This is an optimization exercise on Yosys and OpenROAD, whose aim is small area, not a production implementation. The RTL was checked by simulation tests, not by an equivalence proof against the original design. Power is estimated from default activity; no workload was simulated.

### design/flow/design.v
module rseq_fmt (
    input  wire [15:0]  n,
    output reg  [127:0] text,
    output reg  [4:0]   len
);
    wire [15:0] q  = n / 16'd100;
    wire [15:0] r  = n % 16'd100;
    wire [15:0] q2 = q / 16'd100;           
    wire [15:0] q1 = (q / 16'd10) % 16'd10;  
    wire [15:0] q0 = q % 16'd10;             
    wire [15:0] r1 = r / 16'd10;
    wire [15:0] r0 = r % 16'd10;
    wire [7:0] c_q2 = 8'h30 + q2[7:0];
    wire [7:0] c_q1 = 8'h30 + q1[7:0];
    wire [7:0] c_q0 = 8'h30 + q0[7:0];
    wire [7:0] c_r1 = 8'h30 + r1[7:0];
    wire [7:0] c_r0 = 8'h30 + r0[7:0];
    wire [55:0] tail = {8'h7A, 8'h68, 8'h4D, 8'h20, c_r0, c_r1, 8'h2E};
    always @(*) begin
        text = 128'd0;
        if (q >= 16'd100) begin
            text[79:0] = {tail, c_q0, c_q1, c_q2};
            len = 5'd10;
        end else if (q >= 16'd10) begin
            text[71:0] = {tail, c_q0, c_q1};
            len = 5'd9;
        end else begin
            text[63:0] = {tail, c_q0};
            len = 5'd8;
        end
    end
endmodule
module rseq (
    input  wire         clk,
    input  wire         rst,
    input  wire         cmd_valid,
    output wire         cmd_ready,
    input  wire [71:0]  cmd_word,
    output wire         rsp_valid,
    input  wire         rsp_ready,
    output reg  [7:0]   rsp_status,
    output reg  [31:0]  rsp_result,
    output reg  [127:0] rsp_text,
    output reg  [4:0]   rsp_text_len,
    output reg  [7:0]   rsp_err_step,
    output reg  [7:0]   rsp_err_addr,
    output reg  [7:0]   rsp_err_kind,
    output wire [15:0]  o_frequency,
    output wire [3:0]   o_volume,
    output wire         o_bass,
    output wire         o_mute,
    output wire         o_softmute,
    output wire         o_mono,
    output wire         o_rds,
    output wire         o_tuned,
    output wire         o_band,
    output wire [5:0]   o_rssi,
    output wire [1:0]   o_life,
    output wire         o_busy,
    output reg          tx_valid,
    output reg  [1:0]   tx_kind,
    output reg  [7:0]   tx_addr,
    output reg  [15:0]  tx_wdata,
    input  wire         tx_done,
    input  wire         tx_ok,
    input  wire [1:0]   tx_err,
    input  wire [31:0]  tx_rdata,
    input  wire         tick_ms
);
    localparam [7:0] OP_INIT = 8'h01, OP_TERM = 8'h02,
                     OP_SETFREQ = 8'h10, OP_GETFREQ = 8'h11, OP_FORMATFREQ = 8'h12,
                     OP_SETBASS = 8'h20, OP_SETMONO = 8'h21, OP_SETMUTE = 8'h22,
                     OP_SETSOFTMUTE = 8'h23, OP_SETVOLUME = 8'h24,
                     OP_SETBAND = 8'h30, OP_SEEKUP = 8'h31, OP_SEEKDOWN = 8'h32,
                     OP_SOFTRESET = 8'h40, OP_GETRSSI = 8'h41, OP_GETRADIOINFO = 8'h42;
    localparam [7:0] ST_OK = 8'h00, ST_ILL_OPC = 8'h10, ST_ILL_OPND = 8'h11,
                     ST_NOT_INIT = 8'h20, ST_TERMINATED = 8'h21;
    localparam [1:0] K_WRITE = 2'd0, K_READ_IDX = 2'd1, K_READ_SEQ = 2'd2;
    localparam [7:0] A_CTRL = 8'h02, A_CHAN = 8'h03, A_R4 = 8'h04, A_VOL = 8'h05,
                     A_RA = 8'h0A, A_RB = 8'h0B;
    localparam [15:0] BIT_OUTPUT = 16'h8000, BIT_UNMUTE = 16'h4000, BIT_MONO = 16'h2000,
                      BIT_BASS = 16'h1000, BIT_SEEKUP = 16'h0200, BIT_SEEK = 16'h0100,
                      BIT_RDS = 16'h0008, BIT_NEW = 16'h0004, BIT_RESET = 16'h0002,
                      BIT_ENABLE = 16'h0001, BIT_SOFTMUTE = 16'h0200;
    localparam [11:0] TUNE_SETTLE_MS = 12'd200, VOL_SETTLE_MS = 12'd300,
                      SEEK_WAIT_MS = 12'd1000, RESET_HOLD_MS = 12'd2000;
    localparam [1:0] LIFE_UNINIT = 2'd0, LIFE_READY = 2'd1, LIFE_TERMINATED = 2'd2;
    localparam [2:0] S_IDLE = 3'd0, S_DECODE = 3'd1, S_EXEC = 3'd2,
                     S_TX = 3'd3, S_WAIT = 3'd4, S_RESP = 3'd5;
    reg [2:0]  state;
    reg [3:0]  pc;           
    reg [7:0]  step;         
    reg [7:0]  opc;
    reg [31:0] arg_a, arg_b;
    reg [11:0] timer, wait_ms;
    reg [15:0] x_chipid, x_ctrl, x_chan, x_r4, x_vol, x_ra, x_rb;
    reg [15:0] d_frequency;
    reg [3:0]  d_volume;
    reg        d_bass, d_mute, d_softmute, d_mono, d_rds, d_tuned, d_band;
    reg [5:0]  d_rssi;
    reg [1:0]  life;
    assign cmd_ready = (state == S_IDLE);
    assign rsp_valid = (state == S_RESP);
    assign o_busy    = (state != S_IDLE) && (state != S_RESP);
    assign o_frequency = d_frequency;
    assign o_volume    = d_volume;
    assign o_bass      = d_bass;
    assign o_mute      = d_mute;
    assign o_softmute  = d_softmute;
    assign o_mono      = d_mono;
    assign o_rds       = d_rds;
    assign o_tuned     = d_tuned;
    assign o_band      = d_band;
    assign o_rssi      = d_rssi;
    assign o_life      = life;
    wire signed [31:0] a_s = arg_a;
    wire signed [31:0] b_s = arg_b;
    wire [13:0] f_clamped = (a_s < 32'sd8700)  ? 14'd8700 :
                            (a_s > 32'sd10800) ? 14'd10800 : arg_a[13:0];
    wire [13:0] f_chan    = (f_clamped - 14'd8700) / 14'd10;
    wire [15:0] chan_val  = 16'h0010 | (f_chan[9:0] << 6);
    wire signed [31:0] vol_s = (opc == OP_INIT) ? b_s :
                               (opc == OP_TERM) ? 32'sd0 : a_s;
    wire [3:0] vol_clamped = (vol_s < 32'sd0)  ? 4'd0 :
                             (vol_s > 32'sd15) ? 4'd15 : vol_s[3:0];
    wire [15:0] readback_freq = 16'd8700 + tx_rdata[25:16] * 16'd10;
    wire [127:0] fmt_text;
    wire [4:0]   fmt_len;
    rseq_fmt u_fmt (.n(d_frequency), .text(fmt_text), .len(fmt_len));
    wire a_zero = (arg_a == 32'd0);
    wire b_zero = (arg_b == 32'd0);
    wire a_bool = (arg_a[31:1] == 31'd0);
    reg opc_legal, opnd_legal;
    always @(*) begin
        opc_legal  = 1'b1;
        opnd_legal = 1'b1;
        case (opc)
            OP_INIT:                            opnd_legal = 1'b1;
            OP_SETFREQ, OP_SETVOLUME:           opnd_legal = b_zero;
            OP_SETBASS, OP_SETMONO, OP_SETMUTE,
            OP_SETSOFTMUTE, OP_SETBAND:         opnd_legal = a_bool && b_zero;
            OP_TERM, OP_GETFREQ, OP_FORMATFREQ,
            OP_SEEKUP, OP_SEEKDOWN, OP_SOFTRESET,
            OP_GETRSSI, OP_GETRADIOINFO:        opnd_legal = a_zero && b_zero;
            default:                            opc_legal  = 1'b0;
        endcase
    end
    task issue;
        input [1:0]  kind;
        input [7:0]  addr;
        input [15:0] wdata;
        begin
            tx_valid <= 1'b1;
            tx_kind  <= kind;
            tx_addr  <= addr;
            tx_wdata <= wdata;
            step     <= step + 8'd1;
            state    <= S_TX;
        end
    endtask
    task start_wait;
        input [11:0] ms;
        begin
            timer   <= 12'd0;
            wait_ms <= ms;
            state   <= S_WAIT;
        end
    endtask
    task respond;
        input [7:0]  status;
        input [31:0] result;
        begin
            rsp_status   <= status;
            rsp_result   <= result;
            rsp_text     <= 128'd0;
            rsp_text_len <= 5'd0;
            rsp_err_step <= 8'd0;
            rsp_err_addr <= 8'd0;
            rsp_err_kind <= 8'd0;
            state        <= S_RESP;
        end
    endtask
    task reset_state;
        begin
            x_chipid    <= 16'h0000;
            x_ctrl      <= 16'h0000;
            x_chan      <= 16'h0000;
            x_r4        <= 16'h0000;
            x_vol       <= 16'h0000;
            x_ra        <= 16'h0000;
            x_rb        <= 16'h0000;
            d_frequency <= 16'd0;
            d_volume    <= 4'd0;
            d_bass      <= 1'b0;
            d_mute      <= 1'b0;
            d_softmute  <= 1'b0;
            d_mono      <= 1'b0;
            d_rds       <= 1'b0;
            d_tuned     <= 1'b0;
            d_band      <= 1'b1;
            d_rssi      <= 6'd0;
            life        <= LIFE_UNINIT;
        end
    endtask
    task take_burst;
        begin
            x_ra <= tx_rdata[31:16];
            x_rb <= tx_rdata[15:0];
            if (opc != OP_GETRADIOINFO)
                d_frequency <= readback_freq;
        end
    endtask
    always @(posedge clk) begin
        if (rst) begin
            reset_state;
            state        <= S_IDLE;
            pc           <= 4'd0;
            step         <= 8'd0;
            opc          <= 8'd0;
            arg_a        <= 32'd0;
            arg_b        <= 32'd0;
            timer        <= 12'd0;
            wait_ms      <= 12'd0;
            tx_valid     <= 1'b0;
            tx_kind      <= 2'd0;
            tx_addr      <= 8'd0;
            tx_wdata     <= 16'd0;
            rsp_status   <= 8'd0;
            rsp_result   <= 32'd0;
            rsp_text     <= 128'd0;
            rsp_text_len <= 5'd0;
            rsp_err_step <= 8'd0;
            rsp_err_addr <= 8'd0;
            rsp_err_kind <= 8'd0;
        end else begin
            case (state)
                S_IDLE: begin
                    if (cmd_valid) begin
                        opc   <= cmd_word[71:64];
                        arg_a <= cmd_word[63:32];
                        arg_b <= cmd_word[31:0];
                        pc    <= 4'd0;
                        step  <= 8'd0;
                        state <= S_DECODE;
                    end
                end
                S_DECODE: begin
                    if (!opc_legal)
                        respond(ST_ILL_OPC, 32'd0);
                    else if (!opnd_legal)
                        respond(ST_ILL_OPND, 32'd0);
                    else if (opc != OP_INIT && life == LIFE_UNINIT)
                        respond(ST_NOT_INIT, 32'd0);
                    else if (opc != OP_INIT && life == LIFE_TERMINATED)
                        respond(ST_TERMINATED, 32'd0);
                    else begin
                        if (opc == OP_INIT)
                            reset_state;
                        state <= S_EXEC;
                    end
                end
                S_EXEC: begin
                    pc <= pc + 4'd1;
                    case (opc)
                        OP_INIT: case (pc)
                            4'd0: begin
                                x_chipid <= 16'h0058;
                                x_ctrl   <= BIT_RESET | BIT_ENABLE | BIT_UNMUTE | BIT_OUTPUT;
                                issue(K_WRITE, A_CTRL, BIT_RESET | BIT_ENABLE | BIT_UNMUTE | BIT_OUTPUT);
                            end
                            4'd1: begin
                                x_vol <= 16'h84D1;
                                issue(K_WRITE, A_VOL, 16'h84D1);
                            end
                            4'd2: begin
                                x_ctrl <= BIT_ENABLE | BIT_NEW | BIT_RDS | BIT_UNMUTE | BIT_OUTPUT;
                                issue(K_WRITE, A_CTRL, BIT_ENABLE | BIT_NEW | BIT_RDS | BIT_UNMUTE | BIT_OUTPUT);
                            end
                            4'd3: begin
                                d_bass <= 1'b1;
                                x_ctrl <= x_ctrl | BIT_BASS;
                                issue(K_WRITE, A_CTRL, x_ctrl | BIT_BASS);
                            end
                            4'd4: begin
                                d_rds  <= 1'b1;
                                d_mute <= 1'b0;
                                x_ctrl <= x_ctrl | BIT_OUTPUT | BIT_UNMUTE | BIT_RDS | BIT_ENABLE;
                                issue(K_WRITE, A_CTRL, x_ctrl | BIT_OUTPUT | BIT_UNMUTE | BIT_RDS | BIT_ENABLE);
                            end
                            4'd5: begin
                                x_chan <= chan_val;
                                issue(K_WRITE, A_CHAN, chan_val);
                            end
                            4'd6: start_wait(TUNE_SETTLE_MS);
                            4'd7: issue(K_WRITE, A_VOL, x_vol);
                            4'd8: start_wait(VOL_SETTLE_MS);
                            4'd9: issue(K_READ_SEQ, 8'h00, 16'h0000);
                            4'd10: begin
                                d_volume <= vol_clamped;
                                x_vol    <= {x_vol[15:4], vol_clamped};
                                issue(K_WRITE, A_VOL, {x_vol[15:4], vol_clamped});
                            end
                            default: begin
                                d_tuned <= 1'b1;
                                life    <= LIFE_READY;
                                respond(ST_OK, 32'd0);
                            end
                        endcase
                        OP_SETFREQ: case (pc)
                            4'd0: begin
                                x_ctrl <= x_ctrl | BIT_OUTPUT | BIT_UNMUTE | BIT_RDS | BIT_ENABLE;
                                issue(K_WRITE, A_CTRL, x_ctrl | BIT_OUTPUT | BIT_UNMUTE | BIT_RDS | BIT_ENABLE);
                            end
                            4'd1: begin
                                x_chan <= chan_val;
                                issue(K_WRITE, A_CHAN, chan_val);
                            end
                            4'd2: start_wait(TUNE_SETTLE_MS);
                            4'd3: issue(K_WRITE, A_VOL, x_vol);
                            4'd4: start_wait(VOL_SETTLE_MS);
                            4'd5: issue(K_READ_SEQ, 8'h00, 16'h0000);
                            default: respond(ST_OK, 32'd0);
                        endcase
                        OP_GETFREQ: case (pc)
                            4'd0:    issue(K_READ_SEQ, 8'h00, 16'h0000);
                            default: respond(ST_OK, {16'd0, d_frequency});
                        endcase
                        OP_FORMATFREQ: begin
                            respond(ST_OK, 32'd0);
                            rsp_text     <= fmt_text;
                            rsp_text_len <= fmt_len;
                        end
                        OP_SETBASS: case (pc)
                            4'd0: begin
                                d_bass <= arg_a[0];
                                x_ctrl <= arg_a[0] ? (x_ctrl | BIT_BASS) : (x_ctrl & ~BIT_BASS);
                                issue(K_WRITE, A_CTRL, arg_a[0] ? (x_ctrl | BIT_BASS) : (x_ctrl & ~BIT_BASS));
                            end
                            default: respond(ST_OK, 32'd0);
                        endcase
                        OP_SETMONO: case (pc)
                            4'd0: begin
                                d_mono <= arg_a[0];
                                x_ctrl <= arg_a[0] ? ((x_ctrl & ~BIT_SEEK) | BIT_MONO)
                                                   : (x_ctrl & ~BIT_SEEK & ~BIT_MONO);
                                issue(K_WRITE, A_CTRL, arg_a[0] ? ((x_ctrl & ~BIT_SEEK) | BIT_MONO)
                                                                : (x_ctrl & ~BIT_SEEK & ~BIT_MONO));
                            end
                            default: respond(ST_OK, 32'd0);
                        endcase
                        OP_SETMUTE: case (pc)
                            4'd0: begin
                                d_mute <= arg_a[0];
                                x_ctrl <= arg_a[0] ? (x_ctrl & ~BIT_UNMUTE) : (x_ctrl | BIT_UNMUTE);
                                issue(K_WRITE, A_CTRL, arg_a[0] ? (x_ctrl & ~BIT_UNMUTE) : (x_ctrl | BIT_UNMUTE));
                            end
                            default: respond(ST_OK, 32'd0);
                        endcase
                        OP_SETSOFTMUTE: case (pc)
                            4'd0: begin
                                d_softmute <= arg_a[0];
                                x_r4 <= arg_a[0] ? (x_r4 | BIT_SOFTMUTE) : (x_r4 & ~BIT_SOFTMUTE);
                                issue(K_WRITE, A_R4, arg_a[0] ? (x_r4 | BIT_SOFTMUTE) : (x_r4 & ~BIT_SOFTMUTE));
                            end
                            default: respond(ST_OK, 32'd0);
                        endcase
                        OP_SETVOLUME: case (pc)
                            4'd0: begin
                                d_volume <= vol_clamped;
                                x_vol    <= {x_vol[15:4], vol_clamped};
                                issue(K_WRITE, A_VOL, {x_vol[15:4], vol_clamped});
                            end
                            default: respond(ST_OK, 32'd0);
                        endcase
                        OP_SETBAND: case (pc)
                            4'd0: begin
                                d_band <= arg_a[0];
                                x_chan <= arg_a[0] ? 16'h0008 : 16'h0000;
                                issue(K_WRITE, A_CHAN, arg_a[0] ? 16'h0008 : 16'h0000);
                            end
                            default: respond(ST_OK, 32'd0);
                        endcase
                        OP_SEEKUP, OP_SEEKDOWN: case (pc)
                            4'd0: begin
                                if (opc == OP_SEEKUP) begin
                                    x_ctrl <= x_ctrl | BIT_SEEKUP | BIT_SEEK;
                                    issue(K_WRITE, A_CTRL, x_ctrl | BIT_SEEKUP | BIT_SEEK);
                                end else begin
                                    x_ctrl <= (x_ctrl & ~BIT_SEEKUP) | BIT_SEEK;
                                    issue(K_WRITE, A_CTRL, (x_ctrl & ~BIT_SEEKUP) | BIT_SEEK);
                                end
                            end
                            4'd1: start_wait(SEEK_WAIT_MS);
                            4'd2: issue(K_READ_SEQ, 8'h00, 16'h0000);
                            4'd3: begin
                                x_ctrl <= x_ctrl & ~BIT_SEEK;
                                issue(K_WRITE, A_CTRL, x_ctrl & ~BIT_SEEK);
                            end
                            default: respond(ST_OK, 32'd0);
                        endcase
                        OP_SOFTRESET: case (pc)
                            4'd0: begin
                                x_ctrl <= x_ctrl | BIT_RESET;
                                issue(K_WRITE, A_CTRL, x_ctrl | BIT_RESET);
                            end
                            4'd1: start_wait(RESET_HOLD_MS);
                            4'd2: begin
                                x_ctrl <= x_ctrl & ~BIT_RESET;
                                issue(K_WRITE, A_CTRL, x_ctrl & ~BIT_RESET);
                            end
                            default: respond(ST_OK, 32'd0);
                        endcase
                        OP_GETRSSI: case (pc)
                            4'd0:    issue(K_READ_IDX, A_RB, 16'h0000);
                            default: respond(ST_OK, {26'd0, d_rssi});
                        endcase
                        OP_GETRADIOINFO: case (pc)
                            4'd0:    issue(K_READ_SEQ, 8'h00, 16'h0000);
                            default: respond(ST_OK, {21'd0, d_mono, d_tuned, d_rds, 2'b00, d_rssi});
                        endcase
                        OP_TERM: case (pc)
                            4'd0: begin
                                d_volume <= 4'd0;
                                x_vol    <= {x_vol[15:4], 4'd0};
                                issue(K_WRITE, A_VOL, {x_vol[15:4], 4'd0});
                            end
                            4'd1: begin
                                x_ctrl <= 16'h0000;
                                issue(K_WRITE, A_CTRL, 16'h0000);
                            end
                            4'd2: issue(K_WRITE, A_CHAN, x_chan);
                            4'd3: issue(K_WRITE, A_R4, x_r4);
                            4'd4: issue(K_WRITE, A_VOL, x_vol);
                            4'd5: issue(K_WRITE, 8'h06, 16'h0000);    
                            4'd6: issue(K_WRITE, 8'h07, 16'h0000);    
                            default: begin
                                life <= LIFE_TERMINATED;
                                respond(ST_OK, 32'd0);
                            end
                        endcase
                        default: respond(ST_ILL_OPC, 32'd0);
                    endcase
                end
                S_TX: begin
                    if (tx_done) begin
                        tx_valid <= 1'b0;
                        if (tx_ok) begin
                            if (tx_kind == K_READ_SEQ) begin
                                take_burst;
                                if (opc == OP_GETRADIOINFO) begin
                                    d_rds   <= tx_rdata[31];
                                    d_rssi  <= tx_rdata[15:10];
                                    d_tuned <= tx_rdata[8];
                                    d_mono  <= x_ctrl[13];
                                end
                            end else if (tx_kind == K_READ_IDX) begin
                                x_rb   <= tx_rdata[15:0];
                                d_rssi <= tx_rdata[15:10];
                            end
                            state <= S_EXEC;
                        end else begin
                            respond({6'd0, tx_err}, 32'd0);
                            rsp_err_step <= step;
                            rsp_err_addr <= (tx_kind == K_READ_SEQ) ? A_RA : tx_addr;
                            rsp_err_kind <= {6'd0, tx_err};
                        end
                    end
                end
                S_WAIT: begin
                    if (timer >= wait_ms)
                        state <= S_EXEC;
                    else if (tick_ms)
                        timer <= timer + 12'd1;
                end
                S_RESP: begin
                    if (rsp_ready)
                        state <= S_IDLE;
                end
                default: state <= S_IDLE;
            endcase
        end
    end
endmodule
### design/flow/run.sh
#!/bin/bash
# synth_recipe.tcl (not shown) runs the flow's synth.tcl, then flattens the netlist and writes it again
# the make line also repeats each setting of config.mk as NAME=value (left out here)
make -C /OpenROAD-flow-scripts/flow DESIGN_CONFIG=/design/flow/config.mk WORK_HOME=/design/flow/orfs CLKGATE_MAP_FILE= SYNTH_SCRIPT=/design/flow/synth_recipe.tcl finish
### design/flow/config.mk
export PLATFORM = sky130hd
export DESIGN_NAME = rseq
export DESIGN_NICKNAME = rseq
export VERILOG_FILES = /design/flow/design.v
export SDC_FILE = /design/flow/constraint.sdc
export NUM_CORES = 4
export LEC_CHECK = 0
export CAP_MARGIN = 20
export CORE_MARGIN = 2
export CORE_UTILIZATION = 40
export PLACE_DENSITY = 0.6
export SLEW_MARGIN = 20
### design/flow/constraint.sdc
create_clock -name core_clock -period 12.0 [get_ports {clk}]
set_input_delay 2.4000 -clock core_clock [delete_from_list [all_inputs] [get_ports {clk}]]
set_output_delay 2.4000 -clock core_clock [all_outputs]
set_load 0.01 [all_outputs]
==> run notes <==
==> flip-flops by register name, indices dropped and copies added (netlist names), 4 cells and up <==
signal        count
rsp_err_addr      4
d_volume          4
tx_wdata         16
d_frequency      14
wait_ms           7
timer            12
arg_a            32
arg_b            32
rsp_result       15
x_chan           12
pc                4
opc               8
rsp_text         52
d_rssi            6
rsp_err_step      8
x_ctrl           10
x_vol             5
rsp_status        4
tx_addr           4
step              8
==> synth_stat cells (23+ instances only) <==
master | count | share of area, %
a211oi_1 | 36 | 1.4
a21oi_1 | 311 | 7.8
a22oi_1 | 37 | 1.4
a31oi_1 | 26 | 0.82
and2_1 | 28 | 0.88
buf_4 | 120 | 4.5
clkbuf_1 | 149 | 2.8
dfxtp_1 | 275 | 28
ha_1 | 48 | 3.0
inv_1 | 57 | 1.1
mux2i_1 | 23 | 1.2
nand2_1 | 411 | 7.8
nand3_1 | 96 | 2.4
nand4_1 | 27 | 0.85
nor2_1 | 281 | 5.3
nor3_1 | 78 | 2.0
nor4_1 | 34 | 1.1
o211ai_1 | 26 | 0.98
o21ai_0 | 119 | 3.0
o22ai_1 | 26 | 0.82
or3_1 | 25 | 0.79
xnor2_1 | 42 | 1.8
xor2_1 | 23 | 1.0
==> routing by layer <==
metal | vias up | part of all wire (%) | wire [µm]
met5 | - | 0.038 | 27
met4 | 4 | 3.3 | 2346
met3 | 130 | 8.6 | 6049
met2 | 876 | 45 | 31580
met1 | 9961 | 43 | 30450
li1 | 10050 | - | -
==> cell type report <==
cell class / instances / area [µm²] / share of cell area [%]
Clock buffer: 47 / 1002 / 4.263
Clock inverter: 18 / 201.4 / 0.8569
Inverter: 65 / 249.0 / 1.059
Multi-Input combinational cell: 2208 / 12860 / 54.73
Sequential cell: 275 / 5505 / 23.42
Tap cell: 664 / 830.8 / 3.534
Timing Repair Buffer: 292 / 2854 / 12.14
==> worst max-delay path, stage by stage, from the launching register on <==
cell       delay [ns]
dfxtp_1          0.98
nand2_1          0.34
o211ai_2         0.35
a21oi_4          0.14
o31a_2           0.45
or3_4            0.46
o21ai_2          0.23
mux2_1           0.56
a211oi_4         0.98
xnor2_1          0.41
a31oi_1          0.36
a2bb2oi_1        0.30
nand3_1          0.24
o21ai_0          0.58
clkinv_1         0.48
ha_1             0.39
nor4_1           0.38
o211ai_1         0.20
o41ai_2          0.36
mux2_2           0.48
o21ai_2          0.16
a21boi_0         0.16
or2_2            0.31
ha_1             0.31
nand3_1          0.07
a32oi_1          0.21
nor2_1           0.07
==> final timing paths <==
path	from	end	slack (ns)	depth (start not counted)
worst min register to register	rsp_err_addr[3]$_SDFFE_PP0P_	rsp_err_addr[3]$_SDFFE_PP0P_	0.45	2
worst min-delay path	rsp_err_addr[3]$_SDFFE_PP0P_	rsp_err_addr[3]$_SDFFE_PP0P_	0.45	2
worst max-delay path	d_frequency[12]$_SDFFE_PP0P_	rsp_text[5]$_SDFFE_PP0P_	1.87	26
worst max register to register	d_frequency[12]$_SDFFE_PP0P_	rsp_text[5]$_SDFFE_PP0P_	1.87	26
==> stage by stage <==
step / instance area [µm²] / power [mW] / utilization (%) / setup WS [ns] / hold WS (ns)
6_report: 23510 / 4.026 / 47.92 / 1.869 / 0.4508
5_1_grt: 23510 / 4.277 / 47.92 / 0.9695 / 0.4664
4_1_cts: 23500 / 4.000 / 47.91 / 1.989 / 0.4505
3_5_place_dp: 22300 / 2.884 / 45.45 / 2.037 / 0.4435
3_3_place_gp: 22300 / 2.824 / 45.45 / 2.164 / 0.4416
2_1_floorplan: 20260 / 2.396 / - / 4.726 / 0.4358
==> cells by family after synthesis <==
| group | after synthesis | share of synthesized area (%) |
|---|---|---|
| adder cells (fa/ha/maj) | 55 | 3.423 |
| multiplexers | 32 | 1.667 |
| XOR/XNOR | 66 | 2.945 |
| AND/OR/NAND/NOR | 1091 | 25.07 |
| AO/OA/AOI/OAI | 863 | 29.49 |
| buffers and inverters | 368 | 9.677 |
| other | 2 | 0.03777 |
| flip-flops | 275 | 27.69 |
==> power breakdown <==
group / leakage (nW) / total [mW] / switching (mW) / internal [mW]
Sequential: 2.23 / 1.06 / 0.0790 / 0.982
Combinational: 5.50 / 1.86 / 1.25 / 0.614
Clock: 0.589 / 1.10 / 0.458 / 0.644
Total: 8.32 / 4.03 / 1.79 / 2.24
==> impl_table.tex <==
\begin{tabular}{lr}
\hline
Metric & Value \\
\hline
\multicolumn{2}{l}{\textbf{Critical path}} \\
CP endpoint kind & register \\
Kind of launch point of the worst setup path & register \\
Data arrival time of the worst path & 10.55 ns \\
Critical path data required time & 12.42 ns \\
Highest net fanout along the worst path & 29 \\
Kind of critical path & register to register \\
\multicolumn{2}{l}{\textbf{Power}} \\
Areal power density over the cells & 171.3 nW/µm² \\
Lkg Pwr & 8.318 nW \\
VDD IR-drop max & 0.0001945 V \\
\multicolumn{2}{l}{\textbf{Synth}} \\
Fraction of registers with async set/reset & 0\% \\
Main flop type after synthesis & dfxtp\_1 \\
Number of flops mapped to enable cells by yosys & 0 \\
Ys Warns & 2 \\
Avg Inst Size Synth & 7.226 µm² \\
Library cells used by synthesis & 116 \\
Portion of the post-synthesis area used by sequential elements & 27.69\% \\
Number of instances in the synthesized netlist & 2752 \\
Cell area after synthesis & 19890 µm² \\
Flip-flop and latch count after synthesis & 275 \\
\multicolumn{2}{l}{\textbf{Die}} \\
Effective utilization at floorplan & 40.54\% \\
Die ar. & 51510 µm² \\
Num rows & 81 \\
Horiz. Die Dim & 227.0 µm \\
Total core area & 49050 µm² \\
Die outline height & 227.0 µm \\
Number of ports placed on the die boundary & 375 \\
\multicolumn{2}{l}{\textbf{Global routing}} \\
Global routing usage on met2 & 42.47\% \\
Routing usage on met3 & 6.208\% \\
All-layer global routing usage & 26.57\% \\
Largest net degree at the start of global routing & 112 \\
Final global-route overflow total & 0 \\
Antenna violations before repair & 2 \\
Global-route wire length before repair & 109600 µm \\
Most Used Layer, Global Route & met2 \\
Via count of the first global-routing pass & 19270 \\
Met1 Resource Use GR & 35.16\% \\
\multicolumn{2}{l}{\textbf{Drt}} \\
Total wirelength of the detailed-routed design & 70450 µm \\
Drt first pass iters & 8 \\
Average via count per standard cell & 5.890 \\
DRC violation total after the first TritonRoute iteration & 2110 \\
Antenna Violating Nets Remaining & 0 \\
Vias & 21020 \\
DRC Markers & 0 \\
Final routed wire length divided by cell count & 19.74 µm \\
\multicolumn{2}{l}{\textbf{Clocking}} \\
Post-CTS clock slew at the launch and capture registers of the worst setup and hold paths & 0.06 ns \\
Total of hold buffers inserted after clock tree synthesis & 0 \\
Number of buffers between clock root and the deepest sink & 3 \\
Post-cts sizing count & 0 \\
CTS tree & done \\
Count of H-tree levels built during CTS & 2 \\
Post-CTS Setup Inserts & 0 \\
Clock Latency Late Sink & 0.58 ns \\
Clock buffer count from CTS & 36 \\
Root Buffer Master & clkbuf\_16 \\
Clock sink count & 275 \\
\multicolumn{2}{l}{\textbf{Placed design}} \\
HPWL after detailed placement & 51410 µm \\
Final weighted congestion in routability-driven placement & 0.9407 \\
Total instance count after detailed placement & 3504 \\
Number of buffers inserted by port buffering & 263 \\
\multicolumn{2}{l}{\textbf{Final layout}} \\
Post-route insts no fill & 3569 \\
Layout net count & 3040 \\
Commonest non-fill, non-tap cell in the layout & nand2\_1 \\
Most frequent cells in the layout & nand2\_1 (409), a21oi\_1 (311), nor2\_1 (278) \\
Layout cells sized above 1 & 6.093\% \\
Antenna diode count & 0 \\
Fill cell count & 5022 \\
Area growth syn-to-layout & 18.22\% \\
\multicolumn{2}{l}{\textbf{STA}} \\
Final period utilization & 84.43\% \\
Maximum clock rate & 98.71 MHz \\
Final Hold Viols & 0 \\
Final setup skew & 0.02936 ns \\
Post-route setup TNS & 0 ns \\
Number of setup violations in the final report & 0 \\
Unrepaired setup endpoints after global routing & false \\
Actual transition at the worst max-transition pin & 1.228 ns \\
Final-report max-slew violation count & 0 \\
Max-Slew Margin vs Limit & 17.05\% \\
Tmin final & 10.13 ns \\
\multicolumn{2}{l}{\textbf{Outcome}} \\
Outcome & complete, no violations \\
\multicolumn{2}{l}{\textbf{Hold path}} \\
Worst hold path type & register to register \\
\multicolumn{2}{l}{\textbf{Flow run}} \\
Number of maximum-capacitance constraint violations & 0 \\
\hline
\end{tabular}

[port drivers added, routing unchanged]
Ports are ideal in the flow. The routed layout listed here was re-timed in OpenROAD. Step 1, drivers: a clkbuf_16 drives clk and a buf_2 each remaining input, both assumed. Step 2 times the ports against the registers' clock, not the clock port: input delays grow and output delays shrink by t, the midpoint of the rising clock arrivals with the driver on. Slacks: ideal ports / drivers / drivers and shift; pairs: ideal ports / drivers.
shift t [ns]: 0.625
slack for setup (ns): 1.869 / 1.869 / 1.869
latest minus earliest clock arrival (ns): 0.029 / 0.030
After both steps this run still meets setup and hold. For this run, drivers alone change the setup slack by 0.000 ns; drivers and shift together by 0.000 ns.
